Source: an optimization exercise on an open RTL-to-GDS flow (aim: small area, a short achievable clock period and few clock cycles per item). Production flows keep margins and buffers that such runs may drop.
For this run, only the layout was checked, not whether the RTL still works.

==> design/flow/design.v <==
module aes_sbox (
  input  wire [7:0] a,
  output reg  [7:0] y
);
  always @(*) begin
    case (a)
      8'h00: y = 8'h63;
      8'h01: y = 8'h7c;
      8'h02: y = 8'h77;
      8'h03: y = 8'h7b;
      8'h04: y = 8'hf2;
      8'h05: y = 8'h6b;
      8'h06: y = 8'h6f;
      8'h07: y = 8'hc5;
      8'h08: y = 8'h30;
      8'h09: y = 8'h01;
      8'h0a: y = 8'h67;
      8'h0b: y = 8'h2b;
      8'h0c: y = 8'hfe;
      8'h0d: y = 8'hd7;
      8'h0e: y = 8'hab;
      8'h0f: y = 8'h76;
      8'h10: y = 8'hca;
      8'h11: y = 8'h82;
      8'h12: y = 8'hc9;
      8'h13: y = 8'h7d;
      8'h14: y = 8'hfa;
      8'h15: y = 8'h59;
      8'h16: y = 8'h47;
      8'h17: y = 8'hf0;
      8'h18: y = 8'had;
      8'h19: y = 8'hd4;
      8'h1a: y = 8'ha2;
      8'h1b: y = 8'haf;
      8'h1c: y = 8'h9c;
      8'h1d: y = 8'ha4;
      8'h1e: y = 8'h72;
      8'h1f: y = 8'hc0;
      8'h20: y = 8'hb7;
      8'h21: y = 8'hfd;
      8'h22: y = 8'h93;
      8'h23: y = 8'h26;
      8'h24: y = 8'h36;
      8'h25: y = 8'h3f;
      8'h26: y = 8'hf7;
      8'h27: y = 8'hcc;
      8'h28: y = 8'h34;
      8'h29: y = 8'ha5;
      8'h2a: y = 8'he5;
      8'h2b: y = 8'hf1;
      8'h2c: y = 8'h71;
      8'h2d: y = 8'hd8;
      8'h2e: y = 8'h31;
      8'h2f: y = 8'h15;
      8'h30: y = 8'h04;
      8'h31: y = 8'hc7;
      8'h32: y = 8'h23;
      8'h33: y = 8'hc3;
      8'h34: y = 8'h18;
      8'h35: y = 8'h96;
      8'h36: y = 8'h05;
      8'h37: y = 8'h9a;
      8'h38: y = 8'h07;
      8'h39: y = 8'h12;
      8'h3a: y = 8'h80;
      8'h3b: y = 8'he2;
      8'h3c: y = 8'heb;
      8'h3d: y = 8'h27;
      8'h3e: y = 8'hb2;
      8'h3f: y = 8'h75;
      8'h40: y = 8'h09;
      8'h41: y = 8'h83;
      8'h42: y = 8'h2c;
      8'h43: y = 8'h1a;
      8'h44: y = 8'h1b;
      8'h45: y = 8'h6e;
      8'h46: y = 8'h5a;
      8'h47: y = 8'ha0;
      8'h48: y = 8'h52;
      8'h49: y = 8'h3b;
      8'h4a: y = 8'hd6;
      8'h4b: y = 8'hb3;
      8'h4c: y = 8'h29;
      8'h4d: y = 8'he3;
      8'h4e: y = 8'h2f;
      8'h4f: y = 8'h84;
      8'h50: y = 8'h53;
      8'h51: y = 8'hd1;
      8'h52: y = 8'h00;
      8'h53: y = 8'hed;
      8'h54: y = 8'h20;
      8'h55: y = 8'hfc;
      8'h56: y = 8'hb1;
      8'h57: y = 8'h5b;
      8'h58: y = 8'h6a;
      8'h59: y = 8'hcb;
      8'h5a: y = 8'hbe;
      8'h5b: y = 8'h39;
      8'h5c: y = 8'h4a;
      8'h5d: y = 8'h4c;
      8'h5e: y = 8'h58;
      8'h5f: y = 8'hcf;
      8'h60: y = 8'hd0;
      8'h61: y = 8'hef;
      8'h62: y = 8'haa;
      8'h63: y = 8'hfb;
      8'h64: y = 8'h43;
      8'h65: y = 8'h4d;
      8'h66: y = 8'h33;
      8'h67: y = 8'h85;
      8'h68: y = 8'h45;
      8'h69: y = 8'hf9;
      8'h6a: y = 8'h02;
      8'h6b: y = 8'h7f;
      8'h6c: y = 8'h50;
      8'h6d: y = 8'h3c;
      8'h6e: y = 8'h9f;
      8'h6f: y = 8'ha8;
      8'h70: y = 8'h51;
      8'h71: y = 8'ha3;
      8'h72: y = 8'h40;
      8'h73: y = 8'h8f;
      8'h74: y = 8'h92;
      8'h75: y = 8'h9d;
      8'h76: y = 8'h38;
      8'h77: y = 8'hf5;
      8'h78: y = 8'hbc;
      8'h79: y = 8'hb6;
      8'h7a: y = 8'hda;
      8'h7b: y = 8'h21;
      8'h7c: y = 8'h10;
      8'h7d: y = 8'hff;
      8'h7e: y = 8'hf3;
      8'h7f: y = 8'hd2;
      8'h80: y = 8'hcd;
      8'h81: y = 8'h0c;
      8'h82: y = 8'h13;
      8'h83: y = 8'hec;
      8'h84: y = 8'h5f;
      8'h85: y = 8'h97;
      8'h86: y = 8'h44;
      8'h87: y = 8'h17;
      8'h88: y = 8'hc4;
      8'h89: y = 8'ha7;
      8'h8a: y = 8'h7e;
      8'h8b: y = 8'h3d;
      8'h8c: y = 8'h64;
      8'h8d: y = 8'h5d;
      8'h8e: y = 8'h19;
      8'h8f: y = 8'h73;
      8'h90: y = 8'h60;
      8'h91: y = 8'h81;
      8'h92: y = 8'h4f;
      8'h93: y = 8'hdc;
      8'h94: y = 8'h22;
      8'h95: y = 8'h2a;
      8'h96: y = 8'h90;
      8'h97: y = 8'h88;
      8'h98: y = 8'h46;
      8'h99: y = 8'hee;
      8'h9a: y = 8'hb8;
      8'h9b: y = 8'h14;
      8'h9c: y = 8'hde;
      8'h9d: y = 8'h5e;
      8'h9e: y = 8'h0b;
      8'h9f: y = 8'hdb;
      8'ha0: y = 8'he0;
      8'ha1: y = 8'h32;
      8'ha2: y = 8'h3a;
      8'ha3: y = 8'h0a;
      8'ha4: y = 8'h49;
      8'ha5: y = 8'h06;
      8'ha6: y = 8'h24;
      8'ha7: y = 8'h5c;
      8'ha8: y = 8'hc2;
      8'ha9: y = 8'hd3;
      8'haa: y = 8'hac;
      8'hab: y = 8'h62;
      8'hac: y = 8'h91;
      8'had: y = 8'h95;
      8'hae: y = 8'he4;
      8'haf: y = 8'h79;
      8'hb0: y = 8'he7;
      8'hb1: y = 8'hc8;
      8'hb2: y = 8'h37;
      8'hb3: y = 8'h6d;
      8'hb4: y = 8'h8d;
      8'hb5: y = 8'hd5;
      8'hb6: y = 8'h4e;
      8'hb7: y = 8'ha9;
      8'hb8: y = 8'h6c;
      8'hb9: y = 8'h56;
      8'hba: y = 8'hf4;
      8'hbb: y = 8'hea;
      8'hbc: y = 8'h65;
      8'hbd: y = 8'h7a;
      8'hbe: y = 8'hae;
      8'hbf: y = 8'h08;
      8'hc0: y = 8'hba;
      8'hc1: y = 8'h78;
      8'hc2: y = 8'h25;
      8'hc3: y = 8'h2e;
      8'hc4: y = 8'h1c;
      8'hc5: y = 8'ha6;
      8'hc6: y = 8'hb4;
      8'hc7: y = 8'hc6;
      8'hc8: y = 8'he8;
      8'hc9: y = 8'hdd;
      8'hca: y = 8'h74;
      8'hcb: y = 8'h1f;
      8'hcc: y = 8'h4b;
      8'hcd: y = 8'hbd;
      8'hce: y = 8'h8b;
      8'hcf: y = 8'h8a;
      8'hd0: y = 8'h70;
      8'hd1: y = 8'h3e;
      8'hd2: y = 8'hb5;
      8'hd3: y = 8'h66;
      8'hd4: y = 8'h48;
      8'hd5: y = 8'h03;
      8'hd6: y = 8'hf6;
      8'hd7: y = 8'h0e;
      8'hd8: y = 8'h61;
      8'hd9: y = 8'h35;
      8'hda: y = 8'h57;
      8'hdb: y = 8'hb9;
      8'hdc: y = 8'h86;
      8'hdd: y = 8'hc1;
      8'hde: y = 8'h1d;
      8'hdf: y = 8'h9e;
      8'he0: y = 8'he1;
      8'he1: y = 8'hf8;
      8'he2: y = 8'h98;
      8'he3: y = 8'h11;
      8'he4: y = 8'h69;
      8'he5: y = 8'hd9;
      8'he6: y = 8'h8e;
      8'he7: y = 8'h94;
      8'he8: y = 8'h9b;
      8'he9: y = 8'h1e;
      8'hea: y = 8'h87;
      8'heb: y = 8'he9;
      8'hec: y = 8'hce;
      8'hed: y = 8'h55;
      8'hee: y = 8'h28;
      8'hef: y = 8'hdf;
      8'hf0: y = 8'h8c;
      8'hf1: y = 8'ha1;
      8'hf2: y = 8'h89;
      8'hf3: y = 8'h0d;
      8'hf4: y = 8'hbf;
      8'hf5: y = 8'he6;
      8'hf6: y = 8'h42;
      8'hf7: y = 8'h68;
      8'hf8: y = 8'h41;
      8'hf9: y = 8'h99;
      8'hfa: y = 8'h2d;
      8'hfb: y = 8'h0f;
      8'hfc: y = 8'hb0;
      8'hfd: y = 8'h54;
      8'hfe: y = 8'hbb;
      8'hff: y = 8'h16;
      default: y = 8'h00;
    endcase
  end
endmodule
module aes_inv_sbox (
  input  wire [7:0] a,
  output reg  [7:0] y
);
  always @(*) begin
    case (a)
      8'h00: y = 8'h52;
      8'h01: y = 8'h09;
      8'h02: y = 8'h6a;
      8'h03: y = 8'hd5;
      8'h04: y = 8'h30;
      8'h05: y = 8'h36;
      8'h06: y = 8'ha5;
      8'h07: y = 8'h38;
      8'h08: y = 8'hbf;
      8'h09: y = 8'h40;
      8'h0a: y = 8'ha3;
      8'h0b: y = 8'h9e;
      8'h0c: y = 8'h81;
      8'h0d: y = 8'hf3;
      8'h0e: y = 8'hd7;
      8'h0f: y = 8'hfb;
      8'h10: y = 8'h7c;
      8'h11: y = 8'he3;
      8'h12: y = 8'h39;
      8'h13: y = 8'h82;
      8'h14: y = 8'h9b;
      8'h15: y = 8'h2f;
      8'h16: y = 8'hff;
      8'h17: y = 8'h87;
      8'h18: y = 8'h34;
      8'h19: y = 8'h8e;
      8'h1a: y = 8'h43;
      8'h1b: y = 8'h44;
      8'h1c: y = 8'hc4;
      8'h1d: y = 8'hde;
      8'h1e: y = 8'he9;
      8'h1f: y = 8'hcb;
      8'h20: y = 8'h54;
      8'h21: y = 8'h7b;
      8'h22: y = 8'h94;
      8'h23: y = 8'h32;
      8'h24: y = 8'ha6;
      8'h25: y = 8'hc2;
      8'h26: y = 8'h23;
      8'h27: y = 8'h3d;
      8'h28: y = 8'hee;
      8'h29: y = 8'h4c;
      8'h2a: y = 8'h95;
      8'h2b: y = 8'h0b;
      8'h2c: y = 8'h42;
      8'h2d: y = 8'hfa;
      8'h2e: y = 8'hc3;
      8'h2f: y = 8'h4e;
      8'h30: y = 8'h08;
      8'h31: y = 8'h2e;
      8'h32: y = 8'ha1;
      8'h33: y = 8'h66;
      8'h34: y = 8'h28;
      8'h35: y = 8'hd9;
      8'h36: y = 8'h24;
      8'h37: y = 8'hb2;
      8'h38: y = 8'h76;
      8'h39: y = 8'h5b;
      8'h3a: y = 8'ha2;
      8'h3b: y = 8'h49;
      8'h3c: y = 8'h6d;
      8'h3d: y = 8'h8b;
      8'h3e: y = 8'hd1;
      8'h3f: y = 8'h25;
      8'h40: y = 8'h72;
      8'h41: y = 8'hf8;
      8'h42: y = 8'hf6;
      8'h43: y = 8'h64;
      8'h44: y = 8'h86;
      8'h45: y = 8'h68;
      8'h46: y = 8'h98;
      8'h47: y = 8'h16;
      8'h48: y = 8'hd4;
      8'h49: y = 8'ha4;
      8'h4a: y = 8'h5c;
      8'h4b: y = 8'hcc;
      8'h4c: y = 8'h5d;
      8'h4d: y = 8'h65;
      8'h4e: y = 8'hb6;
      8'h4f: y = 8'h92;
      8'h50: y = 8'h6c;
      8'h51: y = 8'h70;
      8'h52: y = 8'h48;
      8'h53: y = 8'h50;
      8'h54: y = 8'hfd;
      8'h55: y = 8'hed;
      8'h56: y = 8'hb9;
      8'h57: y = 8'hda;
      8'h58: y = 8'h5e;
      8'h59: y = 8'h15;
      8'h5a: y = 8'h46;
      8'h5b: y = 8'h57;
      8'h5c: y = 8'ha7;
      8'h5d: y = 8'h8d;
      8'h5e: y = 8'h9d;
      8'h5f: y = 8'h84;
      8'h60: y = 8'h90;
      8'h61: y = 8'hd8;
      8'h62: y = 8'hab;
      8'h63: y = 8'h00;
      8'h64: y = 8'h8c;
      8'h65: y = 8'hbc;
      8'h66: y = 8'hd3;
      8'h67: y = 8'h0a;
      8'h68: y = 8'hf7;
      8'h69: y = 8'he4;
      8'h6a: y = 8'h58;
      8'h6b: y = 8'h05;
      8'h6c: y = 8'hb8;
      8'h6d: y = 8'hb3;
      8'h6e: y = 8'h45;
      8'h6f: y = 8'h06;
      8'h70: y = 8'hd0;
      8'h71: y = 8'h2c;
      8'h72: y = 8'h1e;
      8'h73: y = 8'h8f;
      8'h74: y = 8'hca;
      8'h75: y = 8'h3f;
      8'h76: y = 8'h0f;
      8'h77: y = 8'h02;
      8'h78: y = 8'hc1;
      8'h79: y = 8'haf;
      8'h7a: y = 8'hbd;
      8'h7b: y = 8'h03;
      8'h7c: y = 8'h01;
      8'h7d: y = 8'h13;
      8'h7e: y = 8'h8a;
      8'h7f: y = 8'h6b;
      8'h80: y = 8'h3a;
      8'h81: y = 8'h91;
      8'h82: y = 8'h11;
      8'h83: y = 8'h41;
      8'h84: y = 8'h4f;
      8'h85: y = 8'h67;
      8'h86: y = 8'hdc;
      8'h87: y = 8'hea;
      8'h88: y = 8'h97;
      8'h89: y = 8'hf2;
      8'h8a: y = 8'hcf;
      8'h8b: y = 8'hce;
      8'h8c: y = 8'hf0;
      8'h8d: y = 8'hb4;
      8'h8e: y = 8'he6;
      8'h8f: y = 8'h73;
      8'h90: y = 8'h96;
      8'h91: y = 8'hac;
      8'h92: y = 8'h74;
      8'h93: y = 8'h22;
      8'h94: y = 8'he7;
      8'h95: y = 8'had;
      8'h96: y = 8'h35;
      8'h97: y = 8'h85;
      8'h98: y = 8'he2;
      8'h99: y = 8'hf9;
      8'h9a: y = 8'h37;
      8'h9b: y = 8'he8;
      8'h9c: y = 8'h1c;
      8'h9d: y = 8'h75;
      8'h9e: y = 8'hdf;
      8'h9f: y = 8'h6e;
      8'ha0: y = 8'h47;
      8'ha1: y = 8'hf1;
      8'ha2: y = 8'h1a;
      8'ha3: y = 8'h71;
      8'ha4: y = 8'h1d;
      8'ha5: y = 8'h29;
      8'ha6: y = 8'hc5;
      8'ha7: y = 8'h89;
      8'ha8: y = 8'h6f;
      8'ha9: y = 8'hb7;
      8'haa: y = 8'h62;
      8'hab: y = 8'h0e;
      8'hac: y = 8'haa;
      8'had: y = 8'h18;
      8'hae: y = 8'hbe;
      8'haf: y = 8'h1b;
      8'hb0: y = 8'hfc;
      8'hb1: y = 8'h56;
      8'hb2: y = 8'h3e;
      8'hb3: y = 8'h4b;
      8'hb4: y = 8'hc6;
      8'hb5: y = 8'hd2;
      8'hb6: y = 8'h79;
      8'hb7: y = 8'h20;
      8'hb8: y = 8'h9a;
      8'hb9: y = 8'hdb;
      8'hba: y = 8'hc0;
      8'hbb: y = 8'hfe;
      8'hbc: y = 8'h78;
      8'hbd: y = 8'hcd;
      8'hbe: y = 8'h5a;
      8'hbf: y = 8'hf4;
      8'hc0: y = 8'h1f;
      8'hc1: y = 8'hdd;
      8'hc2: y = 8'ha8;
      8'hc3: y = 8'h33;
      8'hc4: y = 8'h88;
      8'hc5: y = 8'h07;
      8'hc6: y = 8'hc7;
      8'hc7: y = 8'h31;
      8'hc8: y = 8'hb1;
      8'hc9: y = 8'h12;
      8'hca: y = 8'h10;
      8'hcb: y = 8'h59;
      8'hcc: y = 8'h27;
      8'hcd: y = 8'h80;
      8'hce: y = 8'hec;
      8'hcf: y = 8'h5f;
      8'hd0: y = 8'h60;
      8'hd1: y = 8'h51;
      8'hd2: y = 8'h7f;
      8'hd3: y = 8'ha9;
      8'hd4: y = 8'h19;
      8'hd5: y = 8'hb5;
      8'hd6: y = 8'h4a;
      8'hd7: y = 8'h0d;
      8'hd8: y = 8'h2d;
      8'hd9: y = 8'he5;
      8'hda: y = 8'h7a;
      8'hdb: y = 8'h9f;
      8'hdc: y = 8'h93;
      8'hdd: y = 8'hc9;
      8'hde: y = 8'h9c;
      8'hdf: y = 8'hef;
      8'he0: y = 8'ha0;
      8'he1: y = 8'he0;
      8'he2: y = 8'h3b;
      8'he3: y = 8'h4d;
      8'he4: y = 8'hae;
      8'he5: y = 8'h2a;
      8'he6: y = 8'hf5;
      8'he7: y = 8'hb0;
      8'he8: y = 8'hc8;
      8'he9: y = 8'heb;
      8'hea: y = 8'hbb;
      8'heb: y = 8'h3c;
      8'hec: y = 8'h83;
      8'hed: y = 8'h53;
      8'hee: y = 8'h99;
      8'hef: y = 8'h61;
      8'hf0: y = 8'h17;
      8'hf1: y = 8'h2b;
      8'hf2: y = 8'h04;
      8'hf3: y = 8'h7e;
      8'hf4: y = 8'hba;
      8'hf5: y = 8'h77;
      8'hf6: y = 8'hd6;
      8'hf7: y = 8'h26;
      8'hf8: y = 8'he1;
      8'hf9: y = 8'h69;
      8'hfa: y = 8'h14;
      8'hfb: y = 8'h63;
      8'hfc: y = 8'h55;
      8'hfd: y = 8'h21;
      8'hfe: y = 8'h0c;
      8'hff: y = 8'h7d;
      default: y = 8'h00;
    endcase
  end
endmodule
module aes256_cbc #(
  parameter [127:0] IV0 = 128'h0102030405060708090a0b0c0d0e0f10
) (
  input  wire         clk,
  input  wire         rst,         
  input  wire         in_valid,
  output wire         in_ready,
  input  wire [1:0]   in_op,
  input  wire         in_first,
  input  wire [127:0] in_data,
  input  wire [255:0] in_key,
  output wire         out_valid,
  input  wire         out_ready,
  output reg  [127:0] out_data,
  output reg  [1:0]   out_err
);
  localparam [1:0] OP_KEXP = 2'd0, OP_ENC = 2'd1, OP_DEC = 2'd2;
  localparam [1:0] E_NONE = 2'd0, E_ILLEGAL = 2'd1, E_NOKEY = 2'd2;
  localparam [1:0] S_IDLE = 2'd0, S_KEXP = 2'd1, S_RUN = 2'd2, S_DONE = 2'd3;
  reg [1:0]   st;
  reg         aesv;           
  reg         dec;            
  reg [3:0]   rnd;            
  reg [127:0] state;
  reg [127:0] chain;
  reg [127:0] mask;           
  reg [127:0] rk [0:14];      
  assign in_ready  = (st == S_IDLE);
  assign out_valid = (st == S_DONE);
  wire accept = in_valid && in_ready;
  wire [127:0] chain_in = in_first ? IV0 : chain;
  function automatic [7:0] xtime(input [7:0] a);
    xtime = {a[6:0], 1'b0} ^ (a[7] ? 8'h1b : 8'h00);
  endfunction
  function automatic [31:0] mix_col(input [31:0] c);
    reg [7:0] a0, a1, a2, a3;
    begin
      a0 = c[31:24]; a1 = c[23:16]; a2 = c[15:8]; a3 = c[7:0];
      mix_col[31:24] = xtime(a0) ^ (xtime(a1) ^ a1) ^ a2 ^ a3;
      mix_col[23:16] = a0 ^ xtime(a1) ^ (xtime(a2) ^ a2) ^ a3;
      mix_col[15:8]  = a0 ^ a1 ^ xtime(a2) ^ (xtime(a3) ^ a3);
      mix_col[7:0]   = (xtime(a0) ^ a0) ^ a1 ^ a2 ^ xtime(a3);
    end
  endfunction
  function automatic [31:0] inv_mix_col(input [31:0] c);
    reg [7:0] a0, a1, a2, a3;
    reg [7:0] b0, b1, b2, b3, d0, d1, d2, d3, e0, e1, e2, e3;
    begin
      a0 = c[31:24]; a1 = c[23:16]; a2 = c[15:8]; a3 = c[7:0];
      b0 = xtime(a0); b1 = xtime(a1); b2 = xtime(a2); b3 = xtime(a3);    
      d0 = xtime(b0); d1 = xtime(b1); d2 = xtime(b2); d3 = xtime(b3);    
      e0 = xtime(d0); e1 = xtime(d1); e2 = xtime(d2); e3 = xtime(d3);    
      inv_mix_col[31:24] = (e0^d0^b0) ^ (e1^b1^a1) ^ (e2^d2^a2) ^ (e3^a3);
      inv_mix_col[23:16] = (e0^a0) ^ (e1^d1^b1) ^ (e2^b2^a2) ^ (e3^d3^a3);
      inv_mix_col[15:8]  = (e0^d0^a0) ^ (e1^a1) ^ (e2^d2^b2) ^ (e3^b3^a3);
      inv_mix_col[7:0]   = (e0^b0^a0) ^ (e1^d1^a1) ^ (e2^a2) ^ (e3^d3^b3);
    end
  endfunction
  function automatic [127:0] shift_rows(input [127:0] s);
    integer r, c;
    begin
      for (r = 0; r < 4; r = r + 1)
        for (c = 0; c < 4; c = c + 1)
          shift_rows[127 - 8*(r + 4*c) -: 8] = s[127 - 8*(r + 4*((c + r) % 4)) -: 8];
    end
  endfunction
  function automatic [127:0] inv_shift_rows(input [127:0] s);
    integer r, c;
    begin
      for (r = 0; r < 4; r = r + 1)
        for (c = 0; c < 4; c = c + 1)
          inv_shift_rows[127 - 8*(r + 4*((c + r) % 4)) -: 8] = s[127 - 8*(r + 4*c) -: 8];
    end
  endfunction
  function automatic [127:0] mix_columns(input [127:0] s);
    mix_columns = {mix_col(s[127:96]), mix_col(s[95:64]), mix_col(s[63:32]), mix_col(s[31:0])};
  endfunction
  function automatic [127:0] inv_mix_columns(input [127:0] s);
    inv_mix_columns = {inv_mix_col(s[127:96]), inv_mix_col(s[95:64]),
                       inv_mix_col(s[63:32]), inv_mix_col(s[31:0])};
  endfunction
  wire [127:0] inv_sr = inv_shift_rows(state);
  wire [127:0] sub_fwd;
  wire [127:0] sub_inv;
  genvar g;
  generate
    for (g = 0; g < 16; g = g + 1) begin : g_sbox
      aes_sbox     u_sb  (.a(state[8*g +: 8]), .y(sub_fwd[8*g +: 8]));
      aes_inv_sbox u_isb (.a(inv_sr[8*g +: 8]), .y(sub_inv[8*g +: 8]));
    end
  endgenerate
  wire [127:0] fwd_sr = shift_rows(sub_fwd);
  wire [127:0] rkey   = rk[rnd];
  wire         last_enc = (rnd == 4'd14);
  wire         last_dec = (rnd == 4'd0);
  wire [127:0] enc_next = last_enc ? (fwd_sr ^ rkey) : (mix_columns(fwd_sr) ^ rkey);
  wire [127:0] dec_ark  = sub_inv ^ rkey;
  wire [127:0] dec_next = last_dec ? (dec_ark ^ mask) : inv_mix_columns(dec_ark);
  wire [127:0] kprev2 = rk[rnd - 4'd2];
  wire [127:0] kprev1 = rk[rnd - 4'd1];
  wire [31:0]  klast  = kprev1[31:0];
  wire [31:0]  ksub_in = rnd[0] ? klast : {klast[23:0], klast[31:24]};
  wire [31:0]  ksub;
  generate
    for (g = 0; g < 4; g = g + 1) begin : g_ksbox
      aes_sbox u_ksb (.a(ksub_in[8*g +: 8]), .y(ksub[8*g +: 8]));
    end
  endgenerate
  reg [7:0] rcon;
  always @(*) begin
    case (rnd[3:1])
      3'd1:    rcon = 8'h01;
      3'd2:    rcon = 8'h02;
      3'd3:    rcon = 8'h04;
      3'd4:    rcon = 8'h08;
      3'd5:    rcon = 8'h10;
      3'd6:    rcon = 8'h20;
      3'd7:    rcon = 8'h40;
      default: rcon = 8'h00;
    endcase
  end
  wire [31:0] kt  = rnd[0] ? ksub : (ksub ^ {rcon, 24'h0});
  wire [31:0] kw0 = kprev2[127:96] ^ kt;
  wire [31:0] kw1 = kprev2[95:64]  ^ kw0;
  wire [31:0] kw2 = kprev2[63:32]  ^ kw1;
  wire [31:0] kw3 = kprev2[31:0]   ^ kw2;
  always @(posedge clk) begin
    if (rst) begin
      st       <= S_IDLE;
      aesv     <= 1'b0;
      chain    <= IV0;
      out_data <= 128'h0;
      out_err  <= E_NONE;
    end else begin
      case (st)
        S_IDLE: if (accept) begin
          out_data <= 128'h0;
          out_err  <= E_NONE;
          case (in_op)
            OP_KEXP: begin
              rk[0] <= in_key[255:128];
              rk[1] <= in_key[127:0];
              rnd   <= 4'd2;
              aesv  <= 1'b0;
              st    <= S_KEXP;
            end
            OP_ENC, OP_DEC: begin
              if (!aesv) begin
                out_err <= E_NOKEY;
                st      <= S_DONE;
              end else if (in_op == OP_ENC) begin
                dec   <= 1'b0;
                state <= in_data ^ chain_in ^ rk[0];
                rnd   <= 4'd1;
                st    <= S_RUN;
              end else begin
                dec   <= 1'b1;
                state <= in_data ^ rk[14];
                mask  <= chain_in;
                chain <= in_data;
                rnd   <= 4'd13;
                st    <= S_RUN;
              end
            end
            default: begin
              out_err <= E_ILLEGAL;
              st      <= S_DONE;
            end
          endcase
        end
        S_KEXP: begin
          rk[rnd] <= {kw0, kw1, kw2, kw3};
          rnd     <= rnd + 4'd1;
          if (rnd == 4'd14) begin
            aesv <= 1'b1;
            st   <= S_DONE;
          end
        end
        S_RUN: begin
          if (!dec) begin
            state <= enc_next;
            rnd   <= rnd + 4'd1;
            if (last_enc) begin
              out_data <= enc_next;
              chain    <= enc_next;
              st       <= S_DONE;
            end
          end else begin
            state <= dec_next;
            rnd   <= rnd - 4'd1;
            if (last_dec) begin
              out_data <= dec_next;
              st       <= S_DONE;
            end
          end
        end
        S_DONE: if (out_ready) st <= S_IDLE;
        default: st <= S_IDLE;
      endcase
    end
  end
endmodule
==> design/flow/run.sh <==
#!/bin/bash
# synth_recipe.tcl (not shown) runs the flow's synth.tcl, then flattens the netlist and writes it again
# the make line also repeats each setting of config.mk as NAME=value (left out here)
make -C /OpenROAD-flow-scripts/flow DESIGN_CONFIG=/design/flow/config.mk WORK_HOME=/design/flow/orfs CLKGATE_MAP_FILE= SYNTH_SCRIPT=/design/flow/synth_recipe.tcl finish
==> design/flow/config.mk <==
export PLATFORM = sky130hd
export DESIGN_NAME = aes256_cbc
export DESIGN_NICKNAME = aes256_cbc
export VERILOG_FILES = /design/flow/design.v
export SDC_FILE = /design/flow/constraint.sdc
export NUM_CORES = 8
export LEC_CHECK = 0
export CAP_MARGIN = 20
export CORE_MARGIN = 2
export CORE_UTILIZATION = 25
export PLACE_DENSITY = 0.5
export SLEW_MARGIN = 20
==> design/flow/constraint.sdc <==
create_clock -name core_clock -period 11.0 [get_ports {clk}]
set_input_delay 2.2000 -clock core_clock [delete_from_list [all_inputs] [get_ports {clk}]]
set_output_delay 2.2000 -clock core_clock [all_outputs]
set_load 0.01 [all_outputs]
==> summary.txt <==
## synthesized netlist by cell type (246+ instances only)
master / n / area, µm²
nor2_1: 2583 / 9700
nand2_1: 2889 / 10800
o311ai_0: 267 / 2340
edfxtp_1: 2309 / 69300
buf_1: 250 / 938
dfxtp_1: 521 / 10400
clkbuf_1: 1363 / 5120
buf_2: 939 / 4700
a211oi_1: 618 / 4640
nand3_1: 864 / 4320
mux2_2: 246 / 2770
xor2_1: 580 / 5080
a221oi_1: 292 / 2560
o21ai_0: 2332 / 11700
o211ai_1: 524 / 3930
mux2i_1: 430 / 4300
xnor2_1: 1010 / 8850
o22ai_1: 324 / 2030
o221ai_1: 277 / 2430
nor3_1: 877 / 4390
mux4_2: 1285 / 28900
a31oi_1: 615 / 3850
a21oi_1: 2567 / 12800
a311oi_1: 322 / 2820
ha_1: 460 / 5760
## worst max path at each step
| stage | start | end | slack, ns | cells after the start |
|---|---|---|---|---|
| 6_report | flop | g_sbox[12].u_isb.y[0]$_DFF_P_ | 0.32 | 23 |
| 5_1_grt | flop | g_sbox[12].u_isb.y[0]$_DFF_P_ | 0.47 | 23 |
| 4_1_cts | flop | g_sbox[12].u_isb.y[0]$_DFF_P_ | 0.91 | 23 |
| 3_5_place_dp | flop | g_sbox[12].u_isb.y[0]$_DFF_P_ | 1.03 | 23 |
| 3_3_place_gp | flop | g_sbox[12].u_isb.y[0]$_DFF_P_ | 0.75 | 23 |
| 2_1_floorplan | rst | rk[0][0]$_DFFE_PP_ | -1.55 | 4 |
## cell type report
class	count	area (µm²)	area share [%]
Sequential cell	2830	79800	27.1
Clock buffer	412	9100	3.09
Tap cell	13700	17100	5.79
Clock inverter	217	2530	0.858
Antenna cell	203	508	0.172
Multi-Input combinational cell	22600	165000	56.1
Timing Repair Buffer	2236	19400	6.59
Inverter	228	902	0.306
## per-stage QoR
| step | hold slack [ns] | cells | instance area, µm² |
|---|---|---|---|
| finish | 0.454 | 42400 | 295000 |
| CTS | 0.456 | 42200 | 294000 |
| global placement | 0.434 | 41500 | 282000 |
| floorplan | 0.428 | 28500 | 257000 |
| global route | 0.475 | 42300 | 295000 |
| detailed placement | 0.442 | 41500 | 283000 |
## registers in the layout (all words and copies together) (netlist names), named ones only
signal	flops
g_sbox.u_isb.y	128
aesv	1
chain	128
g_sbox.u_sb.y	128
st	2
mask	128
rk	2048
dec	1
rnd	4
out_data	128
out_err	2
state	128
## cell families after synthesis
group / after synthesis / synth area share, %
compound gates: 9815 / 24.7
xor+xnor: 1884 / 7.80
fa+ha+maj: 460 / 2.24
buf+inv: 3059 / 5.55
flops: 2830 / 31.0
mux: 1980 / 14.1
simple gates: 8459 / 14.6
## layer usage
metal	part of all wire [%]	GRT usage, %	wire, µm	vias to the layer above
met1	37	42.0	675000	140000
li1	-	-	-	109000
met2	40	46.6	722000	24900
met5	0.076	0	1380	-
met3	15	13.4	268000	5161
met4	8.5	21.7	155000	140
## worst max-delay path: stages (launching register included)
cell	delay, ns
dfxtp_4	0.81
buf_12	0.45
mux4_2	0.59
mux4_2	0.64
xor2_2	0.25
xnor2_2	0.66
xnor3_1	0.41
xnor2_1	0.18
xnor2_1	0.57
xnor2_1	0.29
o21ai_0	0.67
buf_4	0.28
nand2_1	0.14
o21a_1	0.47
inv_1	0.14
buf_4	0.21
ha_1	0.90
nand2_2	0.48
o21ai_1	0.76
o21bai_1	0.27
a221oi_1	0.12
a2111oi_0	0.55
nor3_1	0.09
o221ai_1	0.26
==> run_results.csv <==
group,metric,value,unit
synthesis,synth_flop_cell,"edfxtp_1",
floorplan,die_area,1.04,mm²
clock_tree,path_clk_slew,0.07,ns
synthesis,syn_area,0.257,mm²
sta,setup_tns,0,ns
global_routing,antenna_found_initial,247,
min_path,holdPathStages,2,
floorplan,initial_core_util,25.1,%
detailed_routing,viasPerCell,6.60,
clock_tree,clkSinkCount,2830,
clock_tree,numCtsBuffers,343,
floorplan,die_w,1.02,mm
floorplan,core,1.03,mm²
critical_path,cp.required,11.87,ns
synthesis,ys_types,141,
floorplan,dieHeight,1.02,mm
detailed_routing,wl_per_cell,43.0,µm
sta,fmax,93.7,MHz
sta,maxSlewViolCount,0,
final_layout,final_cell_mix,"2874 x nand2_1, 2552 x a21oi_1, 2539 x nor2_1",
global_routing,grt_max_degree,141,
synthesis,yosys_register_bits,2830,
detailed_routing,vias,280000,
placed_design,place_congestion,1.07,
critical_path,start_kind,"flop",
final_layout,syn_to_final_growth,14.7,%
final_layout,drive_gt1_share,16.0,%
status,status,"finished clean",
synthesis,async_flop_share,0,%
critical_path,r2r_setup_slack,0.32,ns
synthesis,avgSynthCellArea,9.02,µm²
sta,slew_headroom,7.91,%
sta,finalSetupViolations,0,
clock_tree,cts-root-buf,"clkbuf_16",
floorplan,core.rowCount,372,
sta,fin_crit,10.68,ns
sta,setup_ws,0.324,ns
synthesis,netlist_instances,28500,
global_routing,first_global_vias,257000,
critical_path,r2r_cells,23,
global_routing,grt_pass1_wl,2410,mm
min_path,hold_end,"out_data[106]$_SDFFE_PP0P_",
clock_tree,cts_hold_buf,0,
placed_design,pre_cts_ws,1.03,ns
min_path,hp-class,"flop to flop",
critical_path,cp_max_fo,69,
synthesis,yosysWarnings,3,
detailed_routing,postRouteAntennaNets,0,
final_layout,final_common_cell,"nand2_1",
clock_tree,cts_setup_buffers,0,
synthesis,yosysSeqAreaShare,31.0,%
critical_path,worst_setup_path_end_kind,"flop",
final_layout,fin_nets,29100,
detailed_routing,routed_wl,1820,mm
critical_path,path_class,"flop to flop",
clock_tree,cts_htree_levels,5,
sta,period_share,97.1,%
sta,worst_slew_pin_slew,1.38,ns
critical_path,reg2reg_to,"g_sbox[12].u_isb.y[0]$_DFF_P_",
clock_tree,clock_path_buffers,4,
placed_design,hpwlAfterDp,1350,mm
job,max_cap_viol_count,0,
global_routing,grt_overflow,0,
detailed_routing,drtIter0Drc,53300,
clock_tree,cts-resized-gates,0,
detailed_routing,first_pass_iters,11,
global_routing,track_usage,33.3,%
sta,rsz0062_at_grt,"false",
floorplan,pin_count,523,
clock_tree,cts_tree,"yes",
min_path,min_from,"out_data[106]$_SDFFE_PP0P_",
critical_path,arrival,11.55,ns
placed_design,numPortBuffers,522,
synthesis,synth_edf_count,2309,
sta,skew,0.121,ns
sta,hold_viol,0,
synthesis,syn_nets,29300,
clock_tree,clk_latency,1.05,ns
final_layout,final_core_util,28.8,%
final_layout,num-fill-cells,108000,
detailed_routing,drc,0,

static timing again, ports no longer ideal:
Ports are ideal in the flow. The routed layout listed here was re-timed in OpenROAD.
Step 1 (the two cells are an assumption about what drives the block):
set clk [get_ports {clk}]
set_driving_cell -lib_cell sky130_fd_sc_hd__clkbuf_16 $clk
set_driving_cell -lib_cell sky130_fd_sc_hd__buf_2 [delete_from_list [all_inputs] $clk]
Step 2 moves the port delays by t, midway between the first and last clock arrival at a register: inputs arrive t later, outputs are due t later. That takes back most of the time a late clock gives input paths.
Slacks: ideal / step 1 / step 2; pairs: ideal / step 1.
t (ns): 1.140
slack for setup (ns): 0.324 / 0.324 / 0.324
latest minus earliest clock arrival (ns): 0.122 / 0.122
After both steps this run still meets setup and hold. For this run, drivers alone change the setup slack by 0.000 ns; drivers and shift together by 0.000 ns.
